Source: an optimization exercise on an open RTL-to-GDS flow (aim: small area, a short achievable clock period and few clock cycles). Production flows keep margins and buffers that such runs may drop. In this exercise RTL edits were held to simulation tests only and were not proved equivalent to the original. Power figures rest on the tool's default switching activity, not on a simulated workload.

==> design/flow/design.v <==
module raster_block (
    input  wire        clk,
    input  wire        rst,           
    input  wire        reg_valid,
    input  wire        reg_write,
    input  wire [5:0]  reg_addr,
    input  wire [31:0] reg_wdata,
    output reg  [31:0] reg_rdata,
    output wire        reg_berr,
    output wire        pix_re,
    output wire [15:0] pix_addr,
    input  wire [7:0]  pix_rdata,
    output wire        bmp_re,
    output wire        bmp_we,
    output wire [12:0] bmp_addr,
    output wire [7:0]  bmp_wdata,
    input  wire [7:0]  bmp_rdata,
    output wire        out_we,
    output wire [14:0] out_addr,
    output wire [7:0]  out_wdata,
    output wire        busy_o
);
    localparam [2:0] S_IDLE = 3'd0,
                     S_ILL  = 3'd1,    
                     S_MUL  = 3'd2,    
                     S_CHK  = 3'd3,    
                     S_RAST = 3'd4,    
                     S_ENC  = 3'd5;    
    localparam [3:0] E_NONE = 4'd0,  E_RSVD = 4'd1,  E_BADOP = 4'd2,
                     E_THRESH = 4'd3, E_WZERO = 4'd4, E_WALIGN = 4'd5,
                     E_HZERO = 4'd6, E_PIXCAP = 4'd7, E_BWZERO = 4'd8,
                     E_BWALIGN = 4'd9, E_BHZERO = 4'd10, E_BMPLEN = 4'd11,
                     E_OUTCAP = 4'd12;
    localparam [2:0] P_LIT = 3'd0, P_NUM = 3'd1, P_REG = 3'd2, P_LOOP = 3'd3,
                     P_END = 3'd4;
    reg [2:0]  st;
    reg        done, errf, ovr;
    reg [3:0]  ecode;
    reg [31:0] thresh;
    reg [31:0] wa, wb, ha, hb;
    reg        ws, wal, hs, hal;
    reg [14:0] out_len;
    reg [1:0]  op;         
    reg        ovf;        
    reg [13:0] t_len;      
    reg [15:0] p;          
    reg [15:0] ba;         
    reg [7:0]  acc;        
    reg        wv;         
    reg        rv;         
    reg        sub;        
    reg        ph;         
    reg        nz;         
    reg [3:0]  dg;         
    reg [2:0]  k;          
    reg [5:0]  pc;         
    wire busy = (st != S_IDLE);
    wire wbw = wal ? ws : !ws;             
    wire hbh = hal ? hs : !hs;             
    wire [31:0] width  = ws  ? wb : wa;
    wire [31:0] bmp_w  = wbw ? wb : wa;
    wire [31:0] height = hs  ? hb : ha;
    wire [31:0] bmp_h  = hbh ? hb : ha;
    assign busy_o = busy;
    wire rast = (op == 2'd1);
    wire zpl  = (op == 2'd3);
    wire in_ill  = (st == S_ILL);
    wire in_mul  = (st == S_MUL);
    wire in_chk  = (st == S_CHK);
    wire in_rast = (st == S_RAST);
    wire in_enc  = (st == S_ENC);
    wire addr_ok = (reg_addr[1:0] == 2'b00) && (reg_addr <= 6'h30);
    assign reg_berr = reg_valid && !addr_ok;
    wire wr = reg_valid && reg_write && addr_ok;
    wire wr_cmd    = wr && (reg_addr[5:2] == 4'd0);
    wire wr_status = wr && (reg_addr[5:2] == 4'd1);
    wire wr_cfg    = wr && !busy;
    wire issue     = wr_cmd && !busy;
    wire [15:0] err16 = (ecode == E_RSVD)    ? 16'hF105 :
                        (ecode == E_BADOP)   ? 16'hF005 :
                        (ecode == E_THRESH)  ? 16'h0101 :
                        (ecode == E_WZERO)   ? 16'h0201 :
                        (ecode == E_WALIGN)  ? 16'h0301 :
                        (ecode == E_HZERO)   ? 16'h0401 :
                        (ecode == E_PIXCAP)  ? 16'h0504 :
                        (ecode == E_BWZERO)  ? 16'h1101 :
                        (ecode == E_BWALIGN) ? 16'h1203 :
                        (ecode == E_BHZERO)  ? 16'h1301 :
                        (ecode == E_BMPLEN)  ? 16'h1403 :
                        (ecode == E_OUTCAP)  ? 16'h3104 : 16'h0000;
    wire [3:0] ra = reg_addr[5:2];
    wire r_wa  = (ra == 4'd3 && !ws) || (ra == 4'd6 && !wbw);
    wire r_wb  = (ra == 4'd3 &&  ws) || (ra == 4'd6 &&  wbw);
    wire r_ha  = (ra == 4'd4 && !hs) || (ra == 4'd7 && !hbh);
    wire r_hb  = (ra == 4'd4 &&  hs) || (ra == 4'd7 &&  hbh);
    wire r_wa3 = (ra == 4'd8 && !wbw);
    wire r_wb3 = (ra == 4'd8 &&  wbw);
    always @(*) begin
        reg_rdata = ({32{r_wa}}  & wa) |
                    ({32{r_wb}}  & wb) |
                    ({32{r_ha}}  & ha) |
                    ({32{r_hb}}  & hb) |
                    ({32{r_wa3}} & {3'd0, wa[31:3]}) |
                    ({32{r_wb3}} & {3'd0, wb[31:3]}) |
                    ({32{ra == 4'd5}}  & thresh) |
                    ({32{ra == 4'd1}}  & {28'd0, ovr, errf, done, busy}) |
                    ({32{ra == 4'd2}}  & {16'd0, err16}) |
                    ({32{ra == 4'd9}}  & {17'd0, out_len}) |
                    ({32{ra == 4'd10}} & 32'd65536) |
                    ({32{ra == 4'd11}} & 32'd8192) |
                    ({32{ra == 4'd12}} & 32'd16400);
    end
    wire        xs = rast ? ws : wbw;
    wire        ys = rast ? hs : hbh;
    wire [18:0] x  = xs ? wb[18:0] : wa[18:0];
    wire [15:0] y  = ys ? hb[15:0] : ha[15:0];
    wire x_zero = xs ? (wb == 32'd0) : (wa == 32'd0);
    wire y_zero = ys ? (hb == 32'd0) : (ha == 32'd0);
    wire x_big  = xs ? (|wb[31:17]) : (|wa[31:17]);
    wire y_big  = ys ? (|hb[31:14]) : (|ha[31:14]);
    wire [13:0] m_b = x[16:3];
    wire [13:0] m_h = y[13:0];
    wire        m_big = x_big || y_big;
    wire [15:0] m_sum = {1'b0, t_len, 1'b0} + (m_h[~dg] ? {2'b0, m_b} : 16'd0);
    wire [13:0] e_b = x[16:3];
    wire zpl_long = (t_len >= 14'd8179) ||
                    (t_len == 14'd8178 && e_b >= 14'd2) ||
                    (t_len == 14'd8177 && e_b >= 14'd13) ||
                    (t_len == 14'd8176 && e_b >= 14'd125) ||
                    (t_len == 14'd8175 && e_b >= 14'd1250);
    wire [3:0] chk_code =
        rast ? ((|thresh[31:8])      ? E_THRESH  :
                x_zero               ? E_WZERO   :
                (|x[2:0])            ? E_WALIGN  :
                y_zero               ? E_HZERO   :
                (ovf || m_big)       ? E_PIXCAP  : E_NONE)
             : (x_zero               ? E_BWZERO  :
                (|x[2:0])            ? E_BWALIGN :
                y_zero               ? E_BHZERO  :
                (ovf || m_big)       ? E_BMPLEN  :
                (zpl && zpl_long)    ? E_OUTCAP  : E_NONE);
    wire chk_fail = in_chk && (chk_code != E_NONE);
    wire chk_ok   = in_chk && (chk_code == E_NONE);
    localparam [21*11-1:0] PROG_ESC = {
        11'h400, 11'h000, 11'h056, 11'h01d, 11'h00a, 11'h00a, 11'h00a, 11'h300,
        11'h203, 11'h202, 11'h201, 11'h200, 11'h000, 11'h030, 11'h076, 11'h01d,
        11'h001, 11'h061, 11'h01b, 11'h040, 11'h01b};
    localparam [40*11-1:0] PROG_ZPL = {
        11'h400, 11'h05a, 11'h058, 11'h05e, 11'h00a, 11'h300, 11'h02c, 11'h102,
        11'h02c, 11'h101, 11'h02c, 11'h101, 11'h02c, 11'h041, 11'h046, 11'h047,
        11'h05e, 11'h00a, 11'h030, 11'h02c, 11'h030, 11'h04f, 11'h046, 11'h05e,
        11'h00a, 11'h030, 11'h02c, 11'h030, 11'h048, 11'h04c, 11'h05e, 11'h00a,
        11'h100, 11'h057, 11'h050, 11'h05e, 11'h00a, 11'h041, 11'h058, 11'h05e};
    wire [10:0] pe_esc = (pc < 6'd21) ? PROG_ESC[pc * 11 +: 11] : {P_END, 8'd0};
    wire [10:0] pe_zpl = (pc < 6'd40) ? PROG_ZPL[pc * 11 +: 11] : {P_END, 8'd0};
    wire [10:0] pe = zpl ? pe_zpl : pe_esc;
    wire [7:0]  p_byte = pe[7:0];
    wire t_lit  = in_enc && (pe[10:8] == P_LIT);
    wire t_num  = in_enc && (pe[10:8] == P_NUM);
    wire t_reg  = in_enc && (pe[10:8] == P_REG);
    wire t_loop = in_enc && (pe[10:8] == P_LOOP);
    wire t_end  = in_enc && (pe[10:8] == P_END);
    wire [7:0] reg_byte = (p_byte[1:0] == 2'd0) ? x[10:3]  :
                          (p_byte[1:0] == 2'd1) ? x[18:11] :
                          (p_byte[1:0] == 2'd2) ? y[7:0]   : y[15:8];
    wire [15:0] num_val = (p_byte[1:0] == 2'd0) ? x[15:0] :
                          (p_byte[1:0] == 2'd1) ? {2'd0, t_len} : {3'd0, x[15:3]};
    wire [15:0] pow10 = (k == 3'd0) ? 16'd1 :
                        (k == 3'd1) ? 16'd10 :
                        (k == 3'd2) ? 16'd100 :
                        (k == 3'd3) ? 16'd1000 : 16'd10000;
    wire [16:0] ba_add = {1'b0, ba} + {1'b0, t_num ? ~pow10 : 16'd0} + 17'd1;
    wire        ba_ge  = ba_add[16];
    wire        ba_last = (ba_add[15:0] == {2'd0, t_len});
    wire [16:0] p_inc  = {1'b0, p} + 17'd1;
    wire num_load = t_num && !sub;
    wire num_sub  = t_num && sub && ba_ge;
    wire num_emit = t_num && sub && !ba_ge;
    wire num_put  = num_emit && (dg != 4'd0 || nz || k == 3'd0);   
    wire num_end  = num_emit && (k == 3'd0);
    wire r_read    = in_rast;
    wire l_read    = t_loop && !sub;
    wire l_adv     = l_read && (!zpl || ph);
    wire l_last    = l_adv && ba_last;
    wire l_drain   = t_loop && sub;
    wire r_byte    = in_rast && rv && (p[2:0] == 3'd0);
    wire r_done    = in_rast && wv && ba_last;
    function [7:0] hex_char(input [3:0] n);
        hex_char = (n < 4'd10) ? {4'h3, n} : (8'h37 + {4'd0, n});
    endfunction
    assign pix_re    = r_read;
    assign pix_addr  = p;
    assign bmp_re    = l_read;
    assign bmp_we    = wv && rast;
    assign bmp_addr  = ba[12:0];
    assign bmp_wdata = acc;
    assign out_we    = wv && !rast;
    assign out_addr  = p[14:0];
    assign out_wdata = acc;
    wire [31:0] wd_r = reg_wdata & {32{!rst}};
    wire we_w  = wr_cfg && (reg_addr[5:2] == 4'd3);
    wire we_h  = wr_cfg && (reg_addr[5:2] == 4'd4);
    wire we_t  = wr_cfg && (reg_addr[5:2] == 4'd5);
    wire we_bw = wr_cfg && (reg_addr[5:2] == 4'd6);
    wire we_bh = wr_cfg && (reg_addr[5:2] == 4'd7);
    wire w_to_b = we_w ? (ws ^ wal) : !ws;
    wire h_to_b = we_h ? (hs ^ hal) : !hs;
    always @(posedge clk) begin
        if (rst || we_t)                             thresh <= wd_r;
        if (rst || ((we_w || we_bw) && !w_to_b))     wa <= wd_r;
        if ((we_w || we_bw) && w_to_b)               wb <= reg_wdata;
        if (rst || ((we_h || we_bh) && !h_to_b))     ha <= wd_r;
        if ((we_h || we_bh) && h_to_b)               hb <= reg_wdata;
    end
    always @(posedge clk) begin
        if (rst) begin
            ws  <= 1'b0;
            wal <= 1'b1;
            hs  <= 1'b0;
            hal <= 1'b1;
        end else begin
            if (we_w)              ws  <= ws ^ wal;
            if (we_w || we_bw)     wal <= 1'b0;
            else if (r_done)       wal <= 1'b1;
            if (we_h)              hs  <= hs ^ hal;
            if (we_h || we_bh)     hal <= 1'b0;
            else if (r_done)       hal <= 1'b1;
        end
    end
    wire fin_ok   = r_done || t_end;
    always @(posedge clk)
        if (rst || t_end || (chk_fail && !rast))
            out_len <= p_inc[14:0] & {15{t_end && !rst}};
    wire fin_fail = in_ill || chk_fail;
    always @(posedge clk) begin
        if (rst) begin
            st      <= S_IDLE;
            done    <= 1'b0;
            errf    <= 1'b0;
            ovr     <= 1'b0;
            ecode   <= E_NONE;
        end else begin
            if (wr_status) begin
                if (reg_wdata[1]) done <= 1'b0;
                if (reg_wdata[2]) errf <= 1'b0;
                if (reg_wdata[3]) ovr  <= 1'b0;
            end
            if (wr_cmd && busy) ovr <= 1'b1;
            if (issue) begin
                done  <= 1'b0;
                errf  <= 1'b0;
                ecode <= E_NONE;
            end
            if (fin_ok)   done <= 1'b1;
            if (fin_fail) errf <= 1'b1;
            if (in_ill)   ecode <= op[0] ? E_RSVD : E_BADOP;
            if (chk_fail) ecode <= chk_code;
            if (issue)
                st <= (reg_wdata[31:2] == 30'd0 && reg_wdata[1:0] != 2'd0) ? S_MUL : S_ILL;
            else if (fin_ok || fin_fail)
                st <= S_IDLE;
            else if (in_mul && dg == 4'd15)
                st <= S_CHK;
            else if (chk_ok)
                st <= rast ? S_RAST : S_ENC;
        end
    end
    always @(posedge clk) begin
        if (rst) begin
            wv <= 1'b0;
            rv <= 1'b0;
        end else begin
            rv <= r_read || l_read;
            wv <= r_byte || (in_enc && rv) || t_lit || t_reg || num_put;
        end
    end
    always @(posedge clk) begin
        if (issue)
            op <= (reg_wdata[31:2] == 30'd0 && reg_wdata[1:0] != 2'd0) ?
                  reg_wdata[1:0] : {1'b0, reg_wdata[31:8] != 24'd0};
        if (issue)       t_len <= 14'd0;
        else if (in_mul) t_len <= m_sum[13:0];
        if (issue)                             ovf <= 1'b0;
        else if (in_mul && m_sum > 16'd8192)   ovf <= 1'b1;
        if (issue)                         dg <= 4'd2;
        else if (num_load || num_emit)     dg <= 4'd0;
        else if (in_mul || num_sub)        dg <= dg + 4'd1;
        if (num_load)      k <= (p_byte[1:0] == 2'd0) ? 3'd4 : 3'd3;
        else if (num_emit) k <= k - 3'd1;
        if (num_load)     nz <= 1'b0;
        else if (num_put) nz <= 1'b1;
        if (in_chk)                     p <= 16'd0;
        else if (r_read || (in_enc && wv)) p <= p_inc[15:0];
        if (in_chk)                     ba <= 16'd0;
        else if (num_load)              ba <= num_val;
        else if (num_sub || l_adv || (in_rast && wv)) ba <= ba_add[15:0];
        if (in_chk) pc <= 6'd0;
        else if (t_lit || t_reg || num_end || l_drain) pc <= pc + 6'd1;
        if (in_chk)                         sub <= 1'b0;
        else if (num_load || l_last)        sub <= 1'b1;
        else if (num_end || l_drain)        sub <= 1'b0;
        if (in_chk)                 ph <= 1'b0;
        else if (l_read && zpl)     ph <= !ph;
        if (in_rast && rv)
            acc <= {acc[6:0], pix_rdata < thresh[7:0]};
        else if (in_enc && rv)
            acc <= zpl ? hex_char(ph ? bmp_rdata[7:4] : bmp_rdata[3:0]) : bmp_rdata;
        else if (t_lit)
            acc <= p_byte;
        else if (t_reg)
            acc <= reg_byte;
        else if (num_emit)
            acc <= {4'h3, dg};
    end
endmodule
==> design/flow/run.sh <==
#!/bin/bash
# synth_recipe.tcl (not shown) runs the flow's synth.tcl, then flattens the netlist and writes it again
# the make line also repeats each setting of config.mk as NAME=value (left out here)
make -C /OpenROAD-flow-scripts/flow DESIGN_CONFIG=/design/flow/config.mk WORK_HOME=/design/flow/orfs CLKGATE_MAP_FILE= SYNTH_SCRIPT=/design/flow/synth_recipe.tcl finish
==> design/flow/config.mk <==
export PLATFORM = sky130hd
export DESIGN_NAME = raster_block
export DESIGN_NICKNAME = raster_block
export VERILOG_FILES = /design/flow/design.v
export SDC_FILE = /design/flow/constraint.sdc
export NUM_CORES = 4
export LEC_CHECK = 0
export ABC_AREA = 1
export CAP_MARGIN = 20
export CORE_MARGIN = 2
export CORE_UTILIZATION = 40
export PLACE_DENSITY = 0.6
export SETUP_SLACK_MARGIN = 5
export SLEW_MARGIN = 20
==> design/flow/constraint.sdc <==
create_clock -name core_clock -period 11.0 [get_ports {clk}]
set_input_delay 2.2000 -clock core_clock [delete_from_list [all_inputs] [get_ports {clk}]]
set_output_delay 2.2000 -clock core_clock [all_outputs]
set_load 0.01 [all_outputs]
==> results of run 1 <==
[per-stage QoR]
step	util [%]	power, W	cells	cell area (um2)
2_1_floorplan	-	0.001885	2137	16740
3_3_place_gp	45.28	0.002197	2751	18610
3_5_place_dp	45.28	0.002203	2751	18610
4_1_cts	50.24	0.003297	2885	20650
5_1_grt	51.19	0.003494	2898	21050
6_report	51.19	0.003328	2898	21050
[cells in the mapped netlist, drive strengths merged, types with 13 or more instances]
library cell / n
clkbuf: 44
xor2: 22
o2111ai: 13
o22ai: 41
nand3: 110
a21oi: 128
dfxtp: 76
o21ai: 167
edfxtp: 188
buf: 55
nand4: 42
o211ai: 35
nor3: 23
nor2: 237
inv: 345
nor4: 34
ha: 48
a221oi: 42
nand2: 384
[worst max-delay path, stage by stage]
cell and delay (ns):
buf_8 0.08, inv_4 0.03, buf_4 0.12, nand2_2 0.09, nor2_2 0.06, nand2_1 0.08, buf_6 0.15, clkinvlp_4 0.19
buf_6 0.17, nand2_1 0.06, o2111ai_2 0.10, a221oi_2 0.25, o2111ai_2 0.18, buf_2 0.18
[metal layers]
layer	global-route usage, %	routed length (um)	vias to the layer above
met5	0	0	-
met4	15.67	4441	0
met3	5.305	6260	225
met2	50.26	30590	1001
met1	39.00	26590	8034
li1	-	-	7777
[final cells by class]
type	count	share of cell area, %
clock buffer	33	3.722
clock inverter	25	1.308
inverter	349	6.403
multi-input combinational	1425	39.15
sequential	264	34.07
tap	532	3.163
timing repair buffer	267	12.04
timing repair inverter	3	0.1486
[where the power goes]
group	internal, W	switching (W)
sequential	0.00116	0.000127
combinational	0.000344	0.000614
clock	0.000635	0.000450
total	0.00214	0.00119
[flip-flops by register name, summed over array words and instances, names as in the netlist, 4 cells and up]
signal   flops
acc          8
ba          16
ecode        4
p           16
wb          32
dg           4
hb          32
wa          32
out_len     15
t_len       14
pc           6
ha          32
thresh      32
[worst paths after layout]
path	slack [ns]	end	start	depth (start not counted)
max	4.84	reg_rdata[9]	reg_addr[4]	14
min	0.46	nz$_SDFFE_PP0P_	nz$_SDFFE_PP0P_	2
max reg2reg	5.51	st[0]$_SDFFE_PP0P_	pc[0]$_SDFFE_PP0P_	33
min reg2reg	0.46	nz$_SDFFE_PP0P_	nz$_SDFFE_PP0P_	2
[cells by family (layout without fill, tap and decap cells)]
| logic type | Yosys count | after routing | synth area share [%] |
|---|---|---|---|
| AOI/OAI and AO/OA | 501 | 501 | 18.31 |
| xor gates and xnor gates | 27 | 27 | 1.413 |
| adders and majority gates | 50 | 50 | 3.827 |
| buffers and inverters | 448 | 677 | 11.23 |
| DFF | 264 | 264 | 42.81 |
| muxes | 5 | 5 | 0.2990 |
| and+or+nand+nor | 842 | 842 | 22.12 |
[what timing repair did]
item | CTS | global route
buffers inserted | 69 | 13
hold buffers | 0 | 0
endpoints found under the setup margin | 35 | 64
gates resized for setup | 216 | 98
gates cloned | 7 | 0
pin swaps | 24 | 27
hold endpoints to repair | 0 | 0
==> metrics.cfg, run 1 <==
[sta]
fmax_mhz = 162.4
hold_violations = 0
maxSlewHeadroom_pct = 22.64
hold_slack_ns = 0.4647
finalCriticalPeriod_ns = 6.157
finalClockSkew_ns = 0.02388
setup_viol = 0
rsz0062_at_grt = true
setup_tns_ns = 0
tightest_slew_ns = 1.153
slew_violations = 0
worst_slack_ns = 4.843
layout_worst_path_cycle_share_pct = 55.97

[critical_path]
cp.required_ns = 8.80
worst-path-max-fanout = 6
startpoint_type = primary input
crit_path_end_kind = output pin
critPathKind = primary input to output pin
critPathArrivalTime_ns = 3.96

[layout]
final_common_cell = nand2_1
drive_gt1_share_pct = 15.00
insertedDiodeCount = 0
ff_latch_area_um2 = 7169
syn2layout_area_growth_pct = 25.71
multi_input_area_um2 = 8239
nFillCells = 3993
nets = 2449
layout_common_cells = nand2_1 (361), inv_1 (322), nor2_1 (212)

[pwr]
ir_worst_vdd_v = 0.0001295
p_leak_nw = 8.821
pwr_density_cell_nw_per_um2 = 158.1

[floorplanning]
die_h_um = 208.6
dieArea_um2 = 43510
initial_core_util_pct = 40.72
die_w_um = 208.6
core_um2 = 41110
rows = 74
io_pins = 156

[cts]
clkLatencyLatePin_ns = 0.61
clk_pin_slew_ns = 0.06
htreeDepth = 1
root_buffer = clkbuf_16
cts_inserted_buffers = 31
cts_buffer_depth = 3
cts.sinks = 264
cts_tree = done

[routing]
drt-initial-drc-count = 1876
wirelength_mm = 67.88
remaining_drc_errors = 0
dr.pass1.iters = 9
wl_per_cell_um = 23.42
via_per_inst = 5.879
vias = 17040
antenna_left = 0

[yosys]
synthDominantCellAreaShare_pct = 33.72
synth_nets = 2245
synth_top_flop_cell = edfxtp_1
ys_async_sr_fraction_pct = 0
avgSynthCellArea_um2 = 7.834
synthCells = 2137
yosys.area.top_type = edfxtp_1
syn_area_um2 = 16740
ys_warn_count = 1
yosysUniqueCellTypes = 56
ys_seq_area_share_pct = 42.81
synth-edff-count = 188
synth_area_leaders = edfxtp_1 (34%), dfxtp_1 (9.1%), nand2_1 (8.4%)
ys_ff_latch = 264

[placed_design]
place_ws_ns = 3.008
dp_hpwl_mm = 49.29
gp_congestion = 0.9754
port_buffers = 155

[run_status]
status = finished clean

[grt]
grt_first_pass_wirelength_mm = 101.3
grt-ovfl-total = 0
first_global_vias = 16500
antenna_found_initial = 0
grt_use_total_pct = 30.65
grt_max_degree = 44

[flow_run]
drv_cap = 0

[min_path]
hp-class = flip-flop to flip-flop

Testbench counts, summed over its fixed seeds: cycles 1,107,324.
==> run 2: changes to the inputs <==
--- a/design/flow/config.mk
+++ b/design/flow/config.mk
@@ -7,3 +7,2 @@
 export LEC_CHECK = 0
-export ABC_AREA = 1
 export CAP_MARGIN = 20
==> run 2 against run 1 <==
Worst setup slack got worse by 0.066 ns. Fmax is 1.1% lower. Clock power down 5%. Register-to-register slack got worse by 0.29 ns. Non-clock buffer count grew 8. Sequential share of layout area shrank 0.44 points. Sequential power decreased by 3%. Clock-buffer cell count is 1 higher. Critical path depth fell by 4. Design area rose by 1.4%. Via count decreased by 5.2%. Routed wire length decreased by 4.1%.
==> metrics.cfg, run 2 <==
[grt]
grt-ovfl-total = 0  ; unchanged
met3_usage_pct = 4.514  ; -0.79 points
grt_max_degree = 42  ; -4.5%
busiest_layer = met2
first_global_vias = 15360  ; -6.9%
grt_first_pass_wirelength_mm = 95.92  ; -5.3%
grt_util_met1_pct = 38.47  ; -0.52 points
grt_use_met2_pct = 44.34  ; -5.9 points
grt_use_total_pct = 28.30  ; -2.3 points
antenna_found_initial = 1  ; +1

[routing]
antenna_left = 0  ; unchanged
dr.pass1.iters = 9  ; unchanged
via_per_inst = 6.327  ; +7.6%
remaining_drc_errors = 0  ; unchanged
drt-initial-drc-count = 2142  ; +14%
vias = 16150  ; -5.2%
wl_per_cell_um = 25.49  ; +8.8%
wirelength_mm = 65.07  ; -4.1%

[floorplanning]
io_pins = 156  ; unchanged
rows = 75  ; +1.4%
dieArea_um2 = 44290  ; +1.8%
core_um2 = 42040  ; +2.3%
die_h_um = 210.5  ; +0.90%
die_w_um = 210.5  ; +0.90%
initial_core_util_pct = 40.56  ; -0.17 points

[yosys]
synthDominantCellAreaShare_pct = 33.11  ; -0.61 points
yosysUniqueCellTypes = 86  ; +54%
syn_area_um2 = 17050  ; +1.8%
yosys.area.top_type = edfxtp_1
synth-edff-count = 188  ; unchanged
synthCells = 1829  ; -14%
synth_area_leaders = edfxtp_1 (33%), dfxtp_1 (8.9%), nor2_1 (4.2%)
ys_async_sr_fraction_pct = 0  ; unchanged
ys_ff_latch = 264  ; unchanged
ys_warn_count = 1  ; unchanged
synth_nets = 1937  ; -14%
synth.most_common_cell = nor2_1
synth_top_flop_cell = edfxtp_1
avgSynthCellArea_um2 = 9.322  ; +19%
ys_seq_area_share_pct = 42.03  ; -0.78 points
synthTopCellsByCount = nor2_1 (189), edfxtp_1 (188), nand2_1 (164)

[sta]
slew_violations = 0  ; unchanged
finalClockSkew_ns = 0.02573  ; +0.001844 ns
rsz0062_at_grt = true
setup_tns_ns = 0  ; unchanged
hold_violations = 0  ; unchanged
finalCriticalPeriod_ns = 6.222  ; +0.06591 ns
layout_worst_path_cycle_share_pct = 56.57  ; +0.60 points
fmax_mhz = 160.7  ; -1.1%
tightest_slew_ns = 1.034  ; -0.1186 ns
maxSlewHeadroom_pct = 30.54  ; +7.9 points
setup_viol = 0  ; unchanged

[cts]
holdBufCountCts = 0  ; unchanged
cts_inserted_buffers = 31  ; unchanged
cts_buffer_depth = 3  ; unchanged
clk_pin_slew_ns = 0.06  ; about the same
root_buffer = clkbuf_16
cts_tree = done
clkLatencyLatePin_ns = 0.58  ; -0.03 ns
htreeDepth = 1  ; unchanged
cts.sinks = 264  ; unchanged

[critical_path]
crit_path_end_kind = output pin
critPathArrivalTime_ns = 4.02  ; +0.06 ns
startpoint_type = primary input
worst-path-max-fanout = 29  ; +23
critPathKind = primary input to output pin
cp.required_ns = 8.80  ; about the same
rrSetupSlack_ns = 5.22  ; -0.29 ns

[placed_design]
port_buffers = 155  ; unchanged
dp_hpwl_mm = 44.48  ; -9.8%
place_area_um2 = 18870  ; +1.4%
gp_congestion = 0.9792  ; +0.39%

[run_status]
status = finished clean

[layout]
post-route-util_pct = 50.75  ; -0.44 points
design_area_um2 = 21340  ; +1.4%
layout_common_cells = edfxtp_1 (188), nor2_1 (180), nand2_1 (157)
drive_gt1_share_pct = 17.13  ; +2.1 points
nets = 2098  ; -14%
insertedDiodeCount = 0  ; unchanged
syn2layout_area_growth_pct = 25.14
final_common_cell = edfxtp_1

[flow_run]
drv_cap = 0  ; unchanged

[min_path]
hp-class = flip-flop to flip-flop

[pwr]
pwr_density_cell_nw_per_um2 = 135.6  ; -14%
p_leak_nw = 7.856  ; -11%
ir_worst_vdd_v = 0.0001295  ; about the same

run 2: cells by family (layout without fill, tap and decap cells):
logic type	after synthesis	count (layout)	share of synthesized area, %
AND/OR/NAND/NOR	677	678	19.44
AO/OA/AOI/OAI	487	489	19.70
adder cells (fa/ha/maj)	53	53	3.933
multiplexers	67	67	5.225
flip-flops	264	264	42.03
XOR/XNOR	79	79	4.308
buffers and inverters	202	384	5.364
run 2: layer usage:
layer	vias up	wire [um]
met2	945	29080
met5	-	0
met1	7803	26340
met4	0	3594
met3	192	6057
li1	7214	-
run 2: final cells by class:
cell class / instances / area (um2)
Multi-Input combinational cell: 1366 / 9600
Clock inverter: 23 / 215.2
Timing Repair Buffer: 275 / 2669
Fill cell: 3874 / 20700
Tap cell: 539 / 674.4
Sequential cell: 264 / 7174
Inverter: 52 / 206.4
Clock buffer: 34 / 797.0
run 2: repair_timing:
action | in CTS | in global routing
setup buffers | 49 | 34
pin swaps | 39 | 32
setup endpoints to repair | 81 | 80
gates resized for setup | 216 | 68
gates cloned | 7 | 3
run 2: worst paths after layout:
| check | start | end | cells after the start |
|---|---|---|---|
| worst min register to register | nz$_SDFFE_PP0P_ | nz$_SDFFE_PP0P_ | 2 |
| worst max-delay path | reg_addr[4] | reg_rdata[14] | 10 |
| worst min-delay path | nz$_SDFFE_PP0P_ | nz$_SDFFE_PP0P_ | 2 |
| worst max register to register | op[1]$_SDFFCE_PN0P_ | ovf$_SDFFE_PP0P_ | 26 |
run 2: where the power goes:
part / internal (W) / switching [W]
Combinational: 0.000276 / 0.000330
Clock: 0.000595 / 0.000439
Sequential: 0.00113 / 0.000123
run 2: worst max-delay path: stages:
cell and delay [ns]:
buf_12 0.10, buf_4 0.12, nand2b_4 0.14, nor4_2 0.05, buf_6 0.21, a22oi_2 0.28
o211ai_1 0.24, a221oi_2 0.30, nand2_1 0.09, dlygate4sd2_1 0.28
run 2: stage by stage:
stage	hold WS, ns	setup slack, ns	power [W]	instances
2_1_floorplan	0.4313	5.025	0.001619	1829
3_3_place_gp	0.4556	3.188	0.001823	2403
3_5_place_dp	0.4695	3.035	0.001832	2403
4_1_cts	0.4856	4.886	0.002886	2516
5_1_grt	0.5100	4.770	0.003010	2553
6_report	0.4790	4.778	0.002894	2553
==> run 3: changes to the inputs <==
==> design/flow/flow/run.sh (new file) <==
#!/bin/bash
# Layout: the standard ORFS flow (standard.sh, with the standard
# synthesis unchanged), except that the port buffers which placement puts on
# every input and output are sky130_fd_sc_hd__buf_1 cells instead of the
# resizer's default pick (a delay cell, clkdlybuf4s50_1); timing repair still
# resizes them where a path needs it. Each ORFS step writes its full log
# under orfs/logs/; make's own output goes to make.log here.
set -euo pipefail
bash standard.sh "BUFFER_PORTS_ARGS=-buffer_cell sky130_fd_sc_hd__buf_1" finish > make.log 2>&1
==> design/flow/standard.sh (new file) <==
#!/bin/bash
# synth_recipe.tcl (not shown) runs the flow's synth.tcl, then flattens the netlist and writes it again
# the make line also repeats each setting of config.mk as NAME=value (left out here)
make -C /OpenROAD-flow-scripts/flow DESIGN_CONFIG=/design/flow/config.mk WORK_HOME=/design/flow/orfs CLKGATE_MAP_FILE= SYNTH_SCRIPT=/design/flow/synth_recipe.tcl "${@:-finish}"
--- a/design/flow/config.mk
+++ b/design/flow/config.mk
@@ -7,2 +7,3 @@
 export LEC_CHECK = 0
+export ABC_AREA = 1
 export CAP_MARGIN = 20
removed: design/flow/run.sh
==> run 3 against run 2 <==
Flip-flop and latch count unchanged. Fmax increased by 2.3%. Largest cell class unchanged. Critical path depth unchanged. Clock-buffer cell count decreased by 2. Final cell count increased by 13%. Power increased by 16%. Clock skew decreased by 0.0069 ns. Clock power increased by 12%.
==> metrics.cfg, run 3 <==
[yosys]
yosysUniqueCellTypes = 56  ; -35%
synthCells = 2137  ; +17%
ys_async_sr_fraction_pct = 0  ; unchanged
avgSynthCellArea_um2 = 7.834  ; -16%
synthDominantCellAreaShare_pct = 33.72  ; +0.61 points
yosys.area.top_type = edfxtp_1
ys_ff_latch = 264  ; unchanged
ys_warn_count = 1  ; unchanged
synth_top_flop_cell = edfxtp_1
synth_area_leaders = edfxtp_1 (34%), dfxtp_1 (9.1%), nand2_1 (8.4%)
synthTopCellsByCount = nand2_1 (374), inv_1 (336), nor2_1 (225)
synth-edff-count = 188  ; unchanged
syn_area_um2 = 16740  ; -1.8%
synth.most_common_cell = nand2_1
synth_nets = 2245  ; +16%
ys_seq_area_share_pct = 42.81  ; +0.78 points

[sta]
rsz0062_at_grt = true
worst_slack_ns = 4.918  ; +0.1401 ns
finalCriticalPeriod_ns = 6.082  ; -0.1401 ns
hold_violations = 0  ; unchanged
setup_viol = 0  ; unchanged
layout_worst_path_cycle_share_pct = 55.29  ; -1.3 points
slew_violations = 0  ; unchanged
tightest_slew_ns = 1.157  ; +0.1234 ns
maxSlewHeadroom_pct = 22.32  ; -8.2 points
fmax_mhz = 164.4  ; +2.3%
finalClockSkew_ns = 0.01885  ; -0.006876 ns
setup_tns_ns = 0  ; unchanged

[cts]
cts_tree = done
cts_inserted_buffers = 31  ; unchanged
clkLatencyLatePin_ns = 0.61  ; +0.03 ns
root_buffer = clkbuf_16
cts.sinks = 264  ; unchanged
htreeDepth = 1  ; unchanged
cts_buffer_depth = 3  ; unchanged
clk_pin_slew_ns = 0.06  ; about the same
holdBufCountCts = 0  ; unchanged

[routing]
drt-initial-drc-count = 1877  ; -12%
dr.pass1.iters = 6  ; -3
wl_per_cell_um = 22.92  ; -10%
vias = 16740  ; +3.6%
via_per_inst = 5.825  ; -7.9%
antenna_left = 0  ; unchanged
wirelength_mm = 65.87  ; +1.2%
remaining_drc_errors = 0  ; unchanged

[placed_design]
place_area_um2 = 17690  ; -6.3%
gp_congestion = 0.9647  ; -1.5%
port_buffers = 155  ; unchanged
place_ws_ns = 3.862  ; +0.8270 ns
dp_hpwl_mm = 48.63  ; +9.3%

[layout]
drive_gt1_share_pct = 13.24  ; -3.9 points
syn2layout_area_growth_pct = 20.35
final_common_cell = nand2_1
nets = 2425  ; +16%
insertedDiodeCount = 0  ; unchanged
layout_common_cells = nand2_1 (360), inv_1 (322), nor2_1 (211)
design_area_um2 = 20150  ; -5.6%

[grt]
grt_max_degree = 44  ; +4.8%
antenna_found_initial = 0  ; -1
grt-ovfl-total = 0  ; unchanged
grt_use_total_pct = 29.47  ; +1.2 points
grt_first_pass_wirelength_mm = 97.99  ; +2.2%
first_global_vias = 15990  ; +4.1%

[pwr]
switching_power_w = 0.001201  ; +35%
seq_power_share_pct = 38.2  ; -5.1 points
p_leak_nw = 8.345  ; +6.2%
internal_power_w = 0.002149  ; +7.3%
p_sw_share_pct = 35.85  ; +5.0 points
pwr_density_cell_nw_per_um2 = 166.3  ; +23%
pwr-share-clk_pct = 34.5  ; -1.2 points
power_frac_comb_pct = 27.3  ; +6.4 points
ir_worst_vdd_v = 0.0001252  ; -3.3%

[critical_path]
r2r_cells = 33  ; +27%
crit_start = reg_addr[5]
startpoint_type = primary input
worst-path-max-fanout = 6  ; -79%
cp.required_ns = 8.80  ; about the same
crit_path_end_kind = output pin
critPathArrivalTime_ns = 3.88  ; -0.14 ns
critPathKind = primary input to output pin
r2r-start = pc[0]$_SDFFE_PP0P_

[floorplanning]
io_pins = 156  ; unchanged
dieArea_um2 = 43510  ; -1.8%
die_w_um = 208.6  ; -0.89%
die_h_um = 208.6  ; -0.89%
rows = 74  ; -1.3%
core_um2 = 41110  ; -2.2%
initial_core_util_pct = 40.72  ; +0.17 points

[run_status]
status = finished clean

[min_path]
hold_start = nz$_SDFFE_PP0P_
holdPathStages = 2  ; unchanged
hp-class = flip-flop to flip-flop

[flow_run]
drv_cap = 0  ; unchanged

[run 3: metrics by stage]
| step | cells | hold WS [ns] | total power (W) | util [%] |
|---|---|---|---|---|
| after CTS | 2852 | 0.4614 | 0.003325 | 47.82 |
| after floorplan | 2137 | 0.4359 | 0.001885 | - |
| after global routing | 2874 | 0.5220 | 0.003513 | 49.01 |
| after global placement | 2747 | 0.4445 | 0.002149 | 42.91 |
| after detailed placement | 2749 | 0.4522 | 0.002151 | 43.03 |
| final | 2874 | 0.4647 | 0.003350 | 49.01 |
[run 3: worst paths after layout]
| path | to | slack [ns] |
|---|---|---|
| hold / removal | nz$_SDFFE_PP0P_ | 0.46 |
| hold reg to reg | nz$_SDFFE_PP0P_ | 0.46 |
| setup reg to reg | st[0]$_SDFFE_PP0P_ | 5.60 |
| setup / recovery | reg_rdata[0] | 4.92 |
[run 3: logic make-up after synthesis]
logic type               after synthesis  synth area share (%)
XOR/XNOR                              27                 1.413
flip-flops                           264                 42.81
AO/OA/AOI/OAI                        501                 18.31
AND/OR/NAND/NOR                      842                 22.12
multiplexers                           5                0.2990
adder cells (fa/ha/maj)               50                 3.827
buffers and inverters                448                 11.23
[run 3: final cells by class]
| type | instances | area (um2) |
|---|---|---|
| Fill cell | 4029 | 20960 |
| Multi-Input combinational cell | 1425 | 8220 |
| Sequential cell | 264 | 7168 |
| Timing Repair Buffer | 243 | 1572 |
| Inverter | 349 | 1356 |
| Clock buffer | 32 | 779.5 |
| Tap cell | 532 | 665.6 |
| Clock inverter | 26 | 355.3 |
| Timing Repair inverter | 3 | 31.28 |
[run 3: repair_timing]
action / 4_1_cts / 5_1_grt
resized for setup: 110 / 89
pin swaps: 14 / 25
endpoints found under the setup margin: 37 / 75
setup buffers: 39 / 20
gates cloned: 6 / 1
[run 3: power by group through the flow]
| stage | logic, W | registers, W | clock network, W |
|---|---|---|---|
| 6_report | 0.000914 | 0.00128 | 0.00115 |
| 5_1_grt | 0.00102 | 0.00129 | 0.00120 |
| 4_1_cts | 0.000881 | 0.00128 | 0.00117 |
| 3_5_place_dp | 0.000855 | 0.00130 | 0 |
| 3_3_place_gp | 0.000852 | 0.00130 | 0 |
| 2_1_floorplan | 0.000644 | 0.00124 | 0 |
[run 3: routing by layer]
metal  share of wire, %  GRT usage [%]
met2                 45          48.01
met5                  0              0
met4                5.3          12.96
met1                 41          38.63
met3                8.5          5.035
[run 3: critical path, stage by stage]
cell	delay, ns
buf_6	0.11
nand2_1	0.14
nor2_2	0.07
nand2_1	0.09
buf_6	0.16
clkinvlp_4	0.21
buf_4	0.21
a221oi_4	0.26
o2111ai_2	0.22
buf_2	0.20
==> run 4: changes to the inputs <==
--- a/design/flow/config.mk
+++ b/design/flow/config.mk
@@ -11,2 +11,4 @@
 export CORE_UTILIZATION = 40
+export CTS_CLUSTER_DIAMETER = 150
+export CTS_CLUSTER_SIZE = 20
 export PLACE_DENSITY = 0.6
@@ -14 +16,2 @@
 export SLEW_MARGIN = 20
+export TNS_END_PERCENT = 20
==> run 4 against run 3 <==
Critical path type unchanged. Fmax down 1.2%. Critical path depth up 1. Sequential power about the same. Combinational power down 2.4%. Hold slack better by 0.0040 ns. Clock power down 42%. Area after synthesis unchanged. Still clean.
==> metrics.cfg, run 4 <==
[grt]
first_global_vias = 15710  ; -1.7%
grt_first_pass_wirelength_mm = 97.13  ; -0.87%
grt_max_degree = 44  ; unchanged
antenna_found_initial = 1  ; +1
grt-ovfl-total = 0  ; unchanged
grt_use_total_pct = 29.17  ; -0.30 points

[routing]
wirelength_mm = 64.74  ; -1.7%
wl_per_cell_um = 22.96  ; +0.16%
antenna_left = 0  ; unchanged
vias = 16350  ; -2.4%
dr.pass1.iters = 5  ; -1
via_per_inst = 5.796  ; -0.49%
remaining_drc_errors = 0  ; unchanged
drt-initial-drc-count = 1853  ; -1.3%

[critical_path]
critPathArrivalTime_ns = 3.96  ; +0.08 ns
crit_path_end_kind = output pin
startpoint_type = primary input
worst-path-max-fanout = 13  ; +7
critPathKind = primary input to output pin
r2r_cells = 37  ; +12%
rrSetupSlack_ns = 5.43  ; -0.17 ns
cp.required_ns = 8.80  ; about the same

[yosys]
synth-edff-count = 188  ; unchanged
ys_warn_count = 1  ; unchanged
synthCells = 2137  ; unchanged
synth_nets = 2245  ; unchanged
ys_seq_area_share_pct = 42.81  ; unchanged
ys_async_sr_fraction_pct = 0  ; unchanged
synth_area_leaders = edfxtp_1 (34%), dfxtp_1 (9.1%), nand2_1 (8.4%)
synth.most_common_cell = nand2_1
ys_ff_latch = 264  ; unchanged
yosys.area.top_type = edfxtp_1
syn_area_um2 = 16740  ; unchanged
synthTopCellsByCount = nand2_1 (374), inv_1 (336), nor2_1 (225)
yosysUniqueCellTypes = 56  ; unchanged
avgSynthCellArea_um2 = 7.834  ; unchanged
synthDominantCellAreaShare_pct = 33.72  ; unchanged
synth_top_flop_cell = edfxtp_1

[cts]
cts_buffer_depth = 3  ; unchanged
root_buffer = clkbuf_16
cts_tree = done
clkLatencyLatePin_ns = 0.55  ; -0.06 ns
holdBufCountCts = 0  ; unchanged
cts.sinks = 264  ; unchanged
clk_pin_slew_ns = 0.09  ; +0.03 ns
htreeDepth = 1  ; unchanged
cts_inserted_buffers = 17  ; -45%

[flow_run]
drv_cap = 0  ; unchanged

[pwr]
p_leak_nw = 7.763  ; -7.0%
pwr_density_cell_nw_per_um2 = 150.2  ; -9.6%
ir_worst_vdd_v = 0.0001020  ; -18%
switching_power_w = 0.001092  ; -9.1%
p_sw_share_pct = 38.46  ; +2.6 points
p_total_w = 0.002839  ; -15%
power_frac_comb_pct = 31.4  ; +4.1 points
internal_power_w = 0.001747  ; -19%
seq_power_share_pct = 45.1  ; +6.9 points
pwr-share-clk_pct = 23.5  ; -11 points

[placed_design]
place_ws_ns = 3.862  ; unchanged
dp_hpwl_mm = 48.63  ; unchanged
port_buffers = 155  ; unchanged
place_area_um2 = 17690  ; unchanged
place_inst = 2749  ; unchanged
gp_congestion = 0.9647  ; unchanged

[sta]
hold_violations = 0  ; unchanged
setup_tns_ns = 0  ; unchanged
setup_viol = 0  ; unchanged
layout_worst_path_cycle_share_pct = 55.98  ; +0.68 points
tightest_slew_ns = 1.210  ; +0.05274 ns
worst_slack_ns = 4.842  ; -0.07512 ns
finalCriticalPeriod_ns = 6.158  ; +0.07512 ns
fmax_mhz = 162.4  ; -1.2%
rsz0062_at_grt = true
slew_violations = 0  ; unchanged
finalClockSkew_ns = 0.03735  ; +0.01850 ns
maxSlewHeadroom_pct = 18.58  ; -3.7 points

[layout]
insertedDiodeCount = 0  ; unchanged
layout_common_cells = nand2_1 (364), inv_1 (324), nor2_1 (216)
drive_gt1_share_pct = 8.479  ; -4.8 points
ff_latch_area_um2 = 7168  ; unchanged
nFillCells = 4151  ; +3.0%
final_common_cell = nand2_1
syn2layout_area_growth_pct = 12.89
finalNonFillerCells = 2820  ; -1.9%
multi_input_area_um2 = 7916  ; -3.7%
design_area_um2 = 18900  ; -6.2%
nets = 2385  ; -1.6%

[run_status]
status = finished clean

[min_path]
hp-class = flip-flop to flip-flop
holdPathStages = 2  ; unchanged

[floorplanning]
die_w_um = 208.6  ; unchanged
rows = 74  ; unchanged
die_h_um = 208.6  ; unchanged
dieArea_um2 = 43510  ; unchanged
core_um2 = 41110  ; unchanged
initial_core_util_pct = 40.72  ; unchanged
io_pins = 156  ; unchanged

==> run 4: cell counts after synthesis <==
Identical to the previous run, type by type.
==> run 4: metrics by stage <==
step                hold WS (ns)  utilization [%]
floorplan                 0.4359                -
global placement          0.4445            42.91
detailed placement        0.4522            43.03
CTS                       0.4661            45.92
global route              0.5259            45.97
finish                    0.4686            45.97
==> run 4: per-layer routing <==
metal	global-route usage (%)	share of wire [%]	wire length, um
met1	38.78	42	27030
met2	47.81	45	29410
met3	4.388	8.1	5242
met4	11.75	4.7	3053
met5	0	0	0
==> run 4: final cells by class <==
class,count,share of cell area (%)
clock buffers,28,2.469
repair inverters,3,0.1125
multi-input cells,1425,41.89
inverters,349,7.077
flip-flops and latches,264,37.93
repair buffers,217,6.872
well taps,532,3.522
clock inverters,2,0.1324
==> run 4: what timing repair did <==
item / 4_1_cts / 5_1_grt
hold endpoints to repair: 0 / 0
setup buffers: 34 / 1
setup endpoints to repair: 39 / 74
gates cloned: 6 / 0
gates resized for setup: 92 / 4
pin swaps: 14 / 1
==> run 4: power groups by stage <==
stage          registers (W)  logic [W]  clock network [W]
2_1_floorplan        0.00124   0.000644                  0
3_5_place_dp         0.00130   0.000855                  0
3_3_place_gp         0.00130   0.000852                  0
5_1_grt              0.00129   0.000994           0.000709
4_1_cts              0.00127   0.000876           0.000681
6_report             0.00128   0.000892           0.000668
==> run 4: cell families after synthesis <==
kind of cell / share of synthesized area, %
AOI/OAI and AO/OA: 18.31
adders and majority gates: 3.827
and+or+nand+nor: 22.12
xor gates and xnor gates: 1.413
muxes: 0.2990
buffers and inverters: 11.23
DFF: 42.81
==> run 4: path summary, 6_finish.rpt <==
kind / start / endpoint
worst min-delay path: nz$_SDFFE_PP0P_ / nz$_SDFFE_PP0P_
worst min register to register: nz$_SDFFE_PP0P_ / nz$_SDFFE_PP0P_
worst max register to register: op[0]$_DFFE_PP_ / ovf$_SDFFE_PP0P_
worst max-delay path: reg_addr[5] / reg_rdata[13]
==> run 4: worst max-delay path, cell delays in order <==
cell and delay [ns]:
buf_2 0.12, nand2_1 0.15, nor2_1 0.10, nand2_2 0.11, buf_12 0.17, clkinvlp_4 0.12, a221oi_1 0.31, o2111ai_1 0.22
a21oi_1 0.22, o21ai_1 0.10, buf_2 0.15
==> run 5: changes to the inputs <==
--- a/design/flow/config.mk
+++ b/design/flow/config.mk
@@ -16,2 +16 @@
 export SLEW_MARGIN = 20
-export TNS_END_PERCENT = 20
==> run 5 against run 4 <==
Final cell count rose by 0.82%. Clock-buffer cell count did not move. Clock power barely moved. Sequential power about the same. Global-route usage is 0.10 points higher. Utilization up 1.2 points. Die area stayed put. First-iteration DRC count grew 1.3%. Largest cell class unchanged.
==> metrics.cfg, run 5 <==
[run_status]
status = finished clean

[yosys]
ys_seq_area_share_pct = 42.81  ; unchanged
ys_ff_latch = 264  ; unchanged
synth-edff-count = 188  ; unchanged
synth_nets = 2245  ; unchanged
synthDominantCellAreaShare_pct = 33.72  ; unchanged
ys_warn_count = 1  ; unchanged
synthCells = 2137  ; unchanged
synth_top_flop_cell = edfxtp_1
ys_async_sr_fraction_pct = 0  ; unchanged
synthTopCellsByCount = nand2_1 (374), inv_1 (336), nor2_1 (225)
synth.most_common_cell = nand2_1
yosys.area.top_type = edfxtp_1
avgSynthCellArea_um2 = 7.834  ; unchanged
yosysUniqueCellTypes = 56  ; unchanged
synth_area_leaders = edfxtp_1 (34%), dfxtp_1 (9.1%), nand2_1 (8.4%)
syn_area_um2 = 16740  ; unchanged

[pwr]
ir_worst_vdd_v = 0.0001023  ; +0.29%
seq_power_share_pct = 44.8  ; -0.3 points
p_leak_nw = 8.007  ; +3.1%
internal_power_w = 0.001756  ; +0.48%
pwr_density_cell_nw_per_um2 = 147.6  ; -1.8%
pwr-share-clk_pct = 23.4  ; about the same
switching_power_w = 0.001106  ; +1.2%
power_frac_comb_pct = 31.8  ; +0.4 points
p_sw_share_pct = 38.64  ; +0.18 points

[sta]
setup_tns_ns = 0  ; unchanged
maxSlewHeadroom_pct = 23.93  ; +5.4 points
fmax_mhz = 163.7  ; +0.81%
finalCriticalPeriod_ns = 6.108  ; -0.04952 ns
hold_violations = 0  ; unchanged
rsz0062_at_grt = true
layout_worst_path_cycle_share_pct = 55.53  ; -0.45 points
setup_viol = 0  ; unchanged
slew_violations = 0  ; unchanged
finalClockSkew_ns = 0.03649  ; -0.0008598 ns
tightest_slew_ns = 1.129  ; -0.08106 ns

[flow_run]
drv_cap = 0  ; unchanged

[grt]
grt_use_total_pct = 29.27  ; +0.10 points
grt-ovfl-total = 0  ; unchanged
grt_max_degree = 44  ; unchanged
first_global_vias = 15800  ; +0.55%
antenna_found_initial = 0  ; -1
grt_first_pass_wirelength_mm = 97.30  ; +0.17%

[floorplanning]
rows = 74  ; unchanged
io_pins = 156  ; unchanged
die_h_um = 208.6  ; unchanged
initial_core_util_pct = 40.72  ; unchanged
die_w_um = 208.6  ; unchanged
core_um2 = 41110  ; unchanged
dieArea_um2 = 43510  ; unchanged

[cts]
cts_tree = done
cts.sinks = 264  ; unchanged
htreeDepth = 1  ; unchanged
clk_pin_slew_ns = 0.10  ; about the same
cts_inserted_buffers = 17  ; unchanged
clkLatencyLatePin_ns = 0.55  ; about the same
root_buffer = clkbuf_16
cts_buffer_depth = 3  ; unchanged

[layout]
nFillCells = 4106  ; -1.1%
syn2layout_area_growth_pct = 15.80
drive_gt1_share_pct = 11.34  ; +2.9 points
insertedDiodeCount = 0  ; unchanged
design_area_um2 = 19390  ; +2.6%
layout_common_cells = nand2_1 (359), inv_1 (323), nor2_1 (214)
final_common_cell = nand2_1
nets = 2408  ; +0.96%

[min_path]
whs_endpoint = nz$_SDFFE_PP0P_
holdPathStages = 2  ; unchanged
hp-class = flip-flop to flip-flop
hold_start = nz$_SDFFE_PP0P_

[routing]
wirelength_mm = 65.48  ; +1.1%
via_per_inst = 5.847  ; +0.87%
remaining_drc_errors = 0  ; unchanged
antenna_left = 0  ; unchanged
wl_per_cell_um = 23.03  ; +0.33%
vias = 16620  ; +1.7%
drt-initial-drc-count = 1877  ; +1.3%
dr.pass1.iters = 6  ; +1

[critical_path]
startpoint_type = primary input
crit_path_end_kind = output pin
cp.required_ns = 8.80  ; about the same
r2r-start = pc[0]$_SDFFE_PP0P_
r2r-end = st[0]$_SDFFE_PP0P_
worst-path-max-fanout = 5  ; -8
rrSetupSlack_ns = 5.58  ; +0.15 ns
critPathKind = primary input to output pin
r2r_cells = 33  ; -11%
critPathArrivalTime_ns = 3.91  ; -0.05 ns

[placed_design]
dp_hpwl_mm = 48.63  ; unchanged
gp_congestion = 0.9647  ; unchanged
place_area_um2 = 17690  ; unchanged
port_buffers = 155  ; unchanged

## run 5: cell counts after synthesis
No cell type changed its count.
## run 5: cells by family after synthesis
logic type,after synthesis,share of synthesized area (%)
adder cells (fa/ha/maj),50,3.827
multiplexers,5,0.2990
buffers and inverters,448,11.23
AND/OR/NAND/NOR,842,22.12
flip-flops,264,42.81
AO/OA/AOI/OAI,501,18.31
XOR/XNOR,27,1.413
## run 5: worst max-delay path by stage
stage / startpoint / endpoint / slack (ns)
2_1_floorplan: reg_addr[2] / reg_rdata[15] / 5.05
3_3_place_gp: reg_addr[5] / reg_rdata[1] / 3.90
3_5_place_dp: reg_addr[5] / reg_rdata[1] / 3.86
4_1_cts: reg_addr[4] / reg_rdata[1] / 4.94
5_1_grt: reg_addr[2] / reg_rdata[1] / 4.85
6_report: reg_addr[5] / reg_rdata[2] / 4.89
## run 5: per-layer routing
layer	track usage [%]	part of all wire [%]	vias up
met5	0	0	-
met1	38.88	41	7842
met2	47.86	45	935
met3	4.433	8.5	185
met4	12.12	5.1	0
li1	-	-	7661
## run 5: worst max-delay path, cell delays in order
cell       delay (ns)
buf_8            0.11
nor2_2           0.11
inv_2            0.08
buf_4            0.13
nor2_1           0.51
nand2_1          0.16
o21ai_1          0.20
a2111oi_4        0.06
o2111ai_2        0.15
buf_2            0.19
## run 5: metrics by stage
stage	hold slack, ns	power, W	setup WS, ns	instances	utilization (%)
after floorplan	0.4359	0.001885	5.050	2137	-
after global placement	0.4445	0.002149	3.902	2747	42.91
after detailed placement	0.4522	0.002151	3.862	2749	43.03
after CTS	0.4661	0.002833	4.937	2824	46.17
after global routing	0.5259	0.003011	4.853	2843	47.16
final	0.4683	0.002861	4.892	2843	47.16
## run 5: final cells by class
type | count | area, um2 | share of cell area (%)
inverter | 349 | 1354 | 6.983
clock inverter | 2 | 25.02 | 0.1291
timing repair buffer | 239 | 1518 | 7.829
timing repair inverter | 4 | 32.53 | 0.1678
sequential | 264 | 7168 | 36.98
clock buffer | 28 | 466.7 | 2.407
tap | 532 | 665.6 | 3.434
multi-input combinational | 1425 | 8157 | 42.07
## run 5: power by group through the flow
| stage | Clock, W | Sequential [W] | Combinational (W) |
|---|---|---|---|
| after global placement | 0 | 0.00130 | 0.000852 |
| after floorplan | 0 | 0.00124 | 0.000644 |
| final | 0.000669 | 0.00128 | 0.000911 |
| after CTS | 0.000681 | 0.00127 | 0.000878 |
| after detailed placement | 0 | 0.00130 | 0.000855 |
| after global routing | 0.000710 | 0.00129 | 0.00101 |
## run 5: what timing repair did
action                     4_1_cts  5_1_grt
gates resized for setup        109       78
setup endpoints to repair       39       65
pin swaps                       16       22
setup buffers                   38       19
gates cloned                     7        0
hold buffers                     0        0
==> run 6: changes to the inputs <==
==> design/flow/flow/run.sh (replaced) <==
#!/bin/bash
# Layout: the standard ORFS flow (standard.sh, with the standard
# synthesis unchanged), except that the port buffers which placement puts on
# every input and output are sky130_fd_sc_hd__buf_2 cells instead of the
# resizer's default pick (a delay cell, clkdlybuf4s50_1); timing repair still
# resizes them where a path needs it. Each ORFS step writes its full log
# under orfs/logs/; make's own output goes to make.log here.
set -euo pipefail
bash standard.sh "BUFFER_PORTS_ARGS=-buffer_cell sky130_fd_sc_hd__buf_2" finish > make.log 2>&1
==> run 6 against run 5 <==
Sequential share of layout area down 0.37 points. Power increased by 0.38%. Clock power is essentially flat. Hold slack better by 0.0026 ns. Synthesized cell count unchanged. Routed wire length up 1.9%. First-iteration DRC count up 10%. Flip-flop and latch count unchanged.
==> metrics.cfg, run 6 <==
[yosys]
synth-edff-count = 188  ; unchanged
ys_async_sr_fraction_pct = 0  ; unchanged
synthTopCellsByCount = nand2_1 (374), inv_1 (336), nor2_1 (225)
ys_ff_latch = 264  ; unchanged
synth_area_leaders = edfxtp_1 (34%), dfxtp_1 (9.1%), nand2_1 (8.4%)
synth_top_flop_cell = edfxtp_1
synth_nets = 2245  ; unchanged
ys_warn_count = 1  ; unchanged
ys_seq_area_share_pct = 42.81  ; unchanged
synth.most_common_cell = nand2_1
synthDominantCellAreaShare_pct = 33.72  ; unchanged
synthCells = 2137  ; unchanged
yosys.area.top_type = edfxtp_1
yosysUniqueCellTypes = 56  ; unchanged
avgSynthCellArea_um2 = 7.834  ; unchanged
syn_area_um2 = 16740  ; unchanged

[sta]
finalCriticalPeriod_ns = 6.097  ; -0.01121 ns
tightest_slew_ns = 1.164  ; +0.03485 ns
fmax_mhz = 164.0  ; +0.18%
setup_viol = 0  ; unchanged
setup_tns_ns = 0  ; unchanged
finalClockSkew_ns = 0.04123  ; +0.004741 ns
slew_violations = 0  ; unchanged
layout_worst_path_cycle_share_pct = 55.43  ; -0.10 points
rsz0062_at_grt = true
hold_violations = 0  ; unchanged
worst_slack_ns = 4.903  ; +0.01121 ns
maxSlewHeadroom_pct = 21.68  ; -2.2 points

[floorplanning]
core_um2 = 41110  ; unchanged
initial_core_util_pct = 40.72  ; unchanged
io_pins = 156  ; unchanged
rows = 74  ; unchanged
die_w_um = 208.6  ; unchanged
die_h_um = 208.6  ; unchanged
dieArea_um2 = 43510  ; unchanged

[placed_design]
port_buffers = 155  ; unchanged
place_ws_ns = 3.747  ; -0.1147 ns
gp_congestion = 0.9944  ; +3.1%
dp_hpwl_mm = 49.41  ; +1.6%

[routing]
dr.pass1.iters = 7  ; +1
wl_per_cell_um = 23.46  ; +1.9%
wl_met3_mm = 5.486  ; -1.2%
top_layer = met4
vias = 16670  ; +0.29%
wirelength_mm = 66.73  ; +1.9%
dr_wl_met2_mm = 30.87  ; +4.5%
drt-met1-wl_mm = 27.37  ; +1.1%
remaining_drc_errors = 0  ; unchanged
via_per_inst = 5.862  ; +0.26%
antenna_left = 0  ; unchanged
drt-initial-drc-count = 2069  ; +10%

[cts]
htreeDepth = 1  ; unchanged
cts_buffer_depth = 3  ; unchanged
clk_pin_slew_ns = 0.09  ; about the same
holdBufCountCts = 0  ; unchanged
root_buffer = clkbuf_16
cts_tree = done
clkLatencyLatePin_ns = 0.54  ; about the same
cts.sinks = 264  ; unchanged
cts_inserted_buffers = 17  ; unchanged

[pwr]
p_leak_nw = 8.441  ; +5.4%
pwr_density_cell_nw_per_um2 = 146.6  ; -0.63%
ir_worst_vdd_v = 0.0001109  ; +8.4%

[layout]
nFillCells = 4082  ; -0.58%
drive_gt1_share_pct = 17.47  ; +6.1 points
syn2layout_area_growth_pct = 16.98
final_common_cell = nand2_1
post-route-util_pct = 47.64  ; +0.48 points
insertedDiodeCount = 0  ; unchanged
nets = 2409  ; +0.042%
layout_common_cells = nand2_1 (361), inv_1 (323), nor2_1 (213)

[grt]
grt-ovfl-total = 0  ; unchanged
grt_use_total_pct = 29.86  ; +0.59 points
grt_max_degree = 44  ; unchanged
first_global_vias = 15710  ; -0.56%
antenna_found_initial = 0  ; unchanged
grt_first_pass_wirelength_mm = 98.80  ; +1.5%

[critical_path]
critPathTopFamily = buffers and inverters
cp_slowest_cell = buf_6
crit_path_end_kind = output pin
worst-path-buf-inv = 7  ; +3
startpoint_type = primary input
crit_start = reg_addr[5]
max_stage_delay_ns = 0.19  ; -0.32 ns
r2r-start = pc[0]$_SDFFE_PP0P_
critPathKind = primary input to output pin
worst-path-max-fanout = 5  ; unchanged
critPathArrivalTime_ns = 3.90  ; about the same
crit_chain = buf_6 > nor2_2 > inv_2 > nor2_4 > nand2_2 > nand2_4 > buf_12 > buf_6 > clkinvlp_4 > buf_6 > o22ai_1 > a21oi_1 > o211ai_1 > buf_2
cpMostUsedCell = buf_6
cp.required_ns = 8.80  ; about the same

[flow_run]
drv_cap = 0  ; unchanged

[run_status]
status = finished clean

[min_path]
hp-class = flip-flop to flip-flop
hold_start = nz$_SDFFE_PP0P_

[run 6: worst min-delay path, stage by stage (launching register included)]
cell and delay (ns):
dfxtp_1 0.31, inv_1 0.06, a21oi_1 0.06
[run 6: final timing paths]
| kind | endpoint | depth (start not counted) | slack (ns) |
|---|---|---|---|
| worst max-delay path | reg_rdata[15] | 14 | 4.90 |
| worst max register to register | st[0]$_SDFFE_PP0P_ | 33 | 5.46 |
| worst min register to register | nz$_SDFFE_PP0P_ | 2 | 0.47 |
| worst min-delay path | nz$_SDFFE_PP0P_ | 2 | 0.47 |
[run 6: per-stage QoR]
step / total power [W] / instances / instance area [um2] / hold WS, ns
detailed placement: 0.002173 / 2750 / 17880 / 0.4519
global route: 0.003024 / 2844 / 19580 / 0.5098
finish: 0.002872 / 2844 / 19580 / 0.4710
floorplan: 0.001885 / 2137 / 16740 / 0.4359
CTS: 0.002849 / 2824 / 19070 / 0.4659
global placement: 0.002166 / 2748 / 17830 / 0.4480
[run 6: logic make-up after synthesis]
group	after synthesis	share of synthesized area, %
simple gates	842	22.12
flops	264	42.81
buf+inv	448	11.23
xor+xnor	27	1.413
compound gates	501	18.31
mux	5	0.2990
fa+ha+maj	50	3.827
[run 6: metal layers]
metal | vias up | GRT usage (%)
li1 | 7677 | -
met1 | 7956 | 39.93
met2 | 865 | 49.34
met3 | 174 | 4.028
met4 | 0 | 11.43
met5 | - | 0
[run 6: layout make-up]
class / instances / area, um2 / area share [%]
Sequential cell: 264 / 7168 / 36.60
Tap cell: 532 / 665.6 / 3.399
Multi-Input combinational cell: 1426 / 8215 / 41.95
Inverter: 349 / 1353 / 6.906
Timing Repair inverter: 4 / 33.78 / 0.1725
Clock inverter: 2 / 25.02 / 0.1278
Clock buffer: 28 / 466.7 / 2.383
Timing Repair Buffer: 239 / 1657 / 8.459
[run 6: repair_timing]
| action | CTS | global route |
|---|---|---|
| buffers inserted | 37 | 20 |
| cloned | 7 | 0 |
| endpoints found under the setup margin | 41 | 65 |
| pin swaps | 15 | 26 |
| gates resized for setup | 85 | 83 |
[run 6: report_power, final]
part / internal [W] / leakage, nW / switching [W] / total [W]
Combinational: 0.000307 / 5.78 / 0.000613 / 0.000920
Clock: 0.000299 / 0.234 / 0.000371 / 0.000670
Sequential: 0.00116 / 2.43 / 0.000126 / 0.00128
Total: 0.00176 / 8.44 / 0.00111 / 0.00287
==> run 7: changes to the inputs <==
==> design/flow/flow/run.sh (replaced) <==
#!/bin/bash
# Layout: the standard ORFS flow (standard.sh, with the standard
# synthesis unchanged), except that the port buffers which placement puts on
# every input and output are sky130_fd_sc_hd__buf_1 cells instead of the
# resizer's default pick (a delay cell, clkdlybuf4s50_1); timing repair still
# resizes them where a path needs it. Each ORFS step writes its full log
# under orfs/logs/; make's own output goes to make.log here.
set -euo pipefail
bash standard.sh "BUFFER_PORTS_ARGS=-buffer_cell sky130_fd_sc_hd__buf_1" finish > make.log 2>&1
--- a/design/flow/config.mk
+++ b/design/flow/config.mk
@@ -10,7 +10,8 @@
 export CORE_MARGIN = 2
-export CORE_UTILIZATION = 40
+export CORE_UTILIZATION = 50
 export CTS_CLUSTER_DIAMETER = 150
 export CTS_CLUSTER_SIZE = 20
-export PLACE_DENSITY = 0.6
+export PLACE_DENSITY = 0.7
 export SETUP_SLACK_MARGIN = 5
 export SLEW_MARGIN = 20
+export TNS_END_PERCENT = 20
==> run 7 against run 6 <==
Critical endpoint is now reg_rdata[0]. Register-to-register slack hardly changed. Synthesized cell count stayed put. Worst setup slack worse by 0.061 ns. Sequential power hardly changed. Fmax is 0.99% lower. Flip-flop and latch count stayed put. Clock-buffer cell count is 6 lower. Final cell count is 4.1% lower. Sequential share of layout area is 1.6 points higher. Critical path depth is 4 lower. Via count is 1.3% higher. Still clean on timing, DRC and antenna.
==> metrics.cfg, run 7 <==
[run_status]
status = finished clean

[placed_design]
gp_congestion = 0.9890  ; -0.54%
dp_hpwl_mm = 44.26  ; -10%
place_area_um2 = 17490  ; -2.2%

[routing]
wirelength_mm = 61.33  ; -8.1%
drt-initial-drc-count = 2339  ; +13%
vias = 16890  ; +1.3%
dr.pass1.iters = 8  ; +1
wl_per_cell_um = 22.49  ; -4.2%

[yosys]
ys_seq_area_share_pct = 42.81  ; unchanged
synth_area_leaders = edfxtp_1 (34%), dfxtp_1 (9.1%), nand2_1 (8.4%)
synth.most_common_cell = nand2_1
synthTopCellsByCount = nand2_1 (374), inv_1 (336), nor2_1 (225)
ys_ff_latch = 264  ; unchanged
synth_nets = 2245  ; unchanged
yosys.area.top_type = edfxtp_1
avgSynthCellArea_um2 = 7.834  ; unchanged
yosysUniqueCellTypes = 56  ; unchanged
synth_top_flop_cell = edfxtp_1

[cts]
cts.sinks = 264  ; unchanged
root_buffer = clkbuf_16
cts_inserted_buffers = 17  ; unchanged
clkLatencyLatePin_ns = 0.53  ; about the same
htreeDepth = 1  ; unchanged

[grt]
grt_first_pass_wirelength_mm = 92.95  ; -5.9%
antenna_found_initial = 0  ; unchanged
grt_max_degree = 44  ; unchanged
grt-ovfl-total = 0  ; unchanged
first_global_vias = 15890  ; +1.2%

[layout]
design_area_um2 = 18750  ; -4.3%
final_common_cell = nand2_1
insertedDiodeCount = 0  ; unchanged

[pwr]
p_sw_share_pct = 38.22  ; -0.42 points
ir_worst_vdd_v = 0.0001429  ; +29%
p_total_w = 0.002816  ; -1.9%
pwr_density_cell_nw_per_um2 = 150.2  ; +2.4%
internal_power_w = 0.001740  ; -1.3%

[floorplanning]
die_h_um = 187.0  ; -10%
core_um2 = 33280  ; -19%
die_w_um = 187.0  ; -10%
initial_core_util_pct = 50.30  ; +9.6 points

[sta]
finalCriticalPeriod_ns = 6.158  ; +0.06124 ns
worst_slack_ns = 4.842  ; -0.06124 ns
finalClockSkew_ns = 0.02242  ; -0.01881 ns
tightest_slew_ns = 1.261  ; +0.09732 ns

[critical_path]
rrSetupSlack_ns = 5.45  ; about the same
crit_path_end_kind = output pin
critPathKind = primary input to output pin

[min_path]
hp-class = flip-flop to flip-flop

-- run 7: through the flow --
step	instances	hold slack, ns
after detailed placement	2659	0.4550
after CTS	2719	0.4993
final	2727	0.4967
after global placement	2659	0.4469
after global routing	2727	0.5316
after floorplan	2137	0.4359
-- run 7: what timing repair did --
item / in CTS / in global routing
gates resized for setup: 94 / 26
cloned: 6 / 0
setup endpoints to repair: 42 / 71
pin swaps: 14 / 11
buffers inserted: 30 / 7
-- run 7: path summary, 6_finish.rpt --
path	cells past startpoint	endpoint	startpoint
worst min register to register	2	p[15]$_SDFFE_PP0P_	p[15]$_SDFFE_PP0P_
worst max-delay path	10	reg_rdata[0]	reg_addr[3]
worst max register to register	37	ovf$_SDFFE_PP0P_	op[0]$_DFFE_PP_
worst min-delay path	2	p[15]$_SDFFE_PP0P_	p[15]$_SDFFE_PP0P_
-- run 7: worst max-delay path, cell delays in order --
cell        delay, ns
clkbuf_4         0.17
nor2_4           0.05
inv_4            0.08
nor2_4           0.05
nand2_4          0.20
clkinvlp_4       0.21
buf_4            0.20
a221oi_1         0.30
o2111ai_1        0.29
buf_1            0.21
-- run 7: kinds of logic after synthesis --
family          share of synthesized area (%)
xor+xnor                                1.413
simple gates                            22.12
mux                                    0.2990
compound gates                          18.31
buf+inv                                 11.23
fa+ha+maj                               3.827
flops                                   42.81
-- run 7: power by group through the flow --
stage / Sequential (W) / Clock, W / Combinational, W
after CTS: 0.00128 / 0.000650 / 0.000855
after global placement: 0.00130 / 0 / 0.000820
after detailed placement: 0.00130 / 0 / 0.000833
after floorplan: 0.00124 / 0 / 0.000644
after global routing: 0.00130 / 0.000681 / 0.000980
final: 0.00129 / 0.000648 / 0.000880
-- run 7: layer usage --
layer	vias to the layer above	part of all wire (%)
li1	7600	-
met1	7858	38
met2	1156	45
met3	274	11
met4	0	6.0
met5	-	0
-- run 7: layout make-up --
cell class	count	area (um2)	share of cell area, %
clock buffer	22	444.2	2.369
clock inverter	2	25.02	0.1335
inverter	349	1344	7.167
multi-input combinational	1425	7951	42.41
sequential	264	7169	38.24
tap	448	560.5	2.989
timing repair buffer	214	1236	6.593
timing repair inverter	3	20.02	0.1068

[re-timing with driven ports]
No port has a modelled driver above. Below, the same layouts with a new extraction and two added sets of constraints.
Step 1: set_driving_cell puts a clkbuf_16 on clk and a buf_2 on each other input, an assumption about the parent block.
Step 2 times the ports against the registers' clock, not the clock port: input delays grow and output delays shrink by t, the midpoint of the rising clock arrivals with the driver on.
a / b / c = ideal ports / drivers / drivers and shift; a / b = the first two.
run | t (ns) | slack for setup (ns)
run 1 | 0.658 | 4.843 / 4.790 / 4.790
run 2 | 0.624 | 4.778 / 4.705 / 4.705
run 3 | 0.660 | 4.918 / 4.870 / 4.870
run 4 | 0.587 | 4.842 / 4.822 / 4.822
run 5 | 0.585 | 4.892 / 4.853 / 4.853
run 6 | 0.578 | 4.903 / 4.868 / 4.868
run 7 | 0.571 | 4.842 / 4.797 / 4.797
After both steps setup and hold are still met in every run listed.
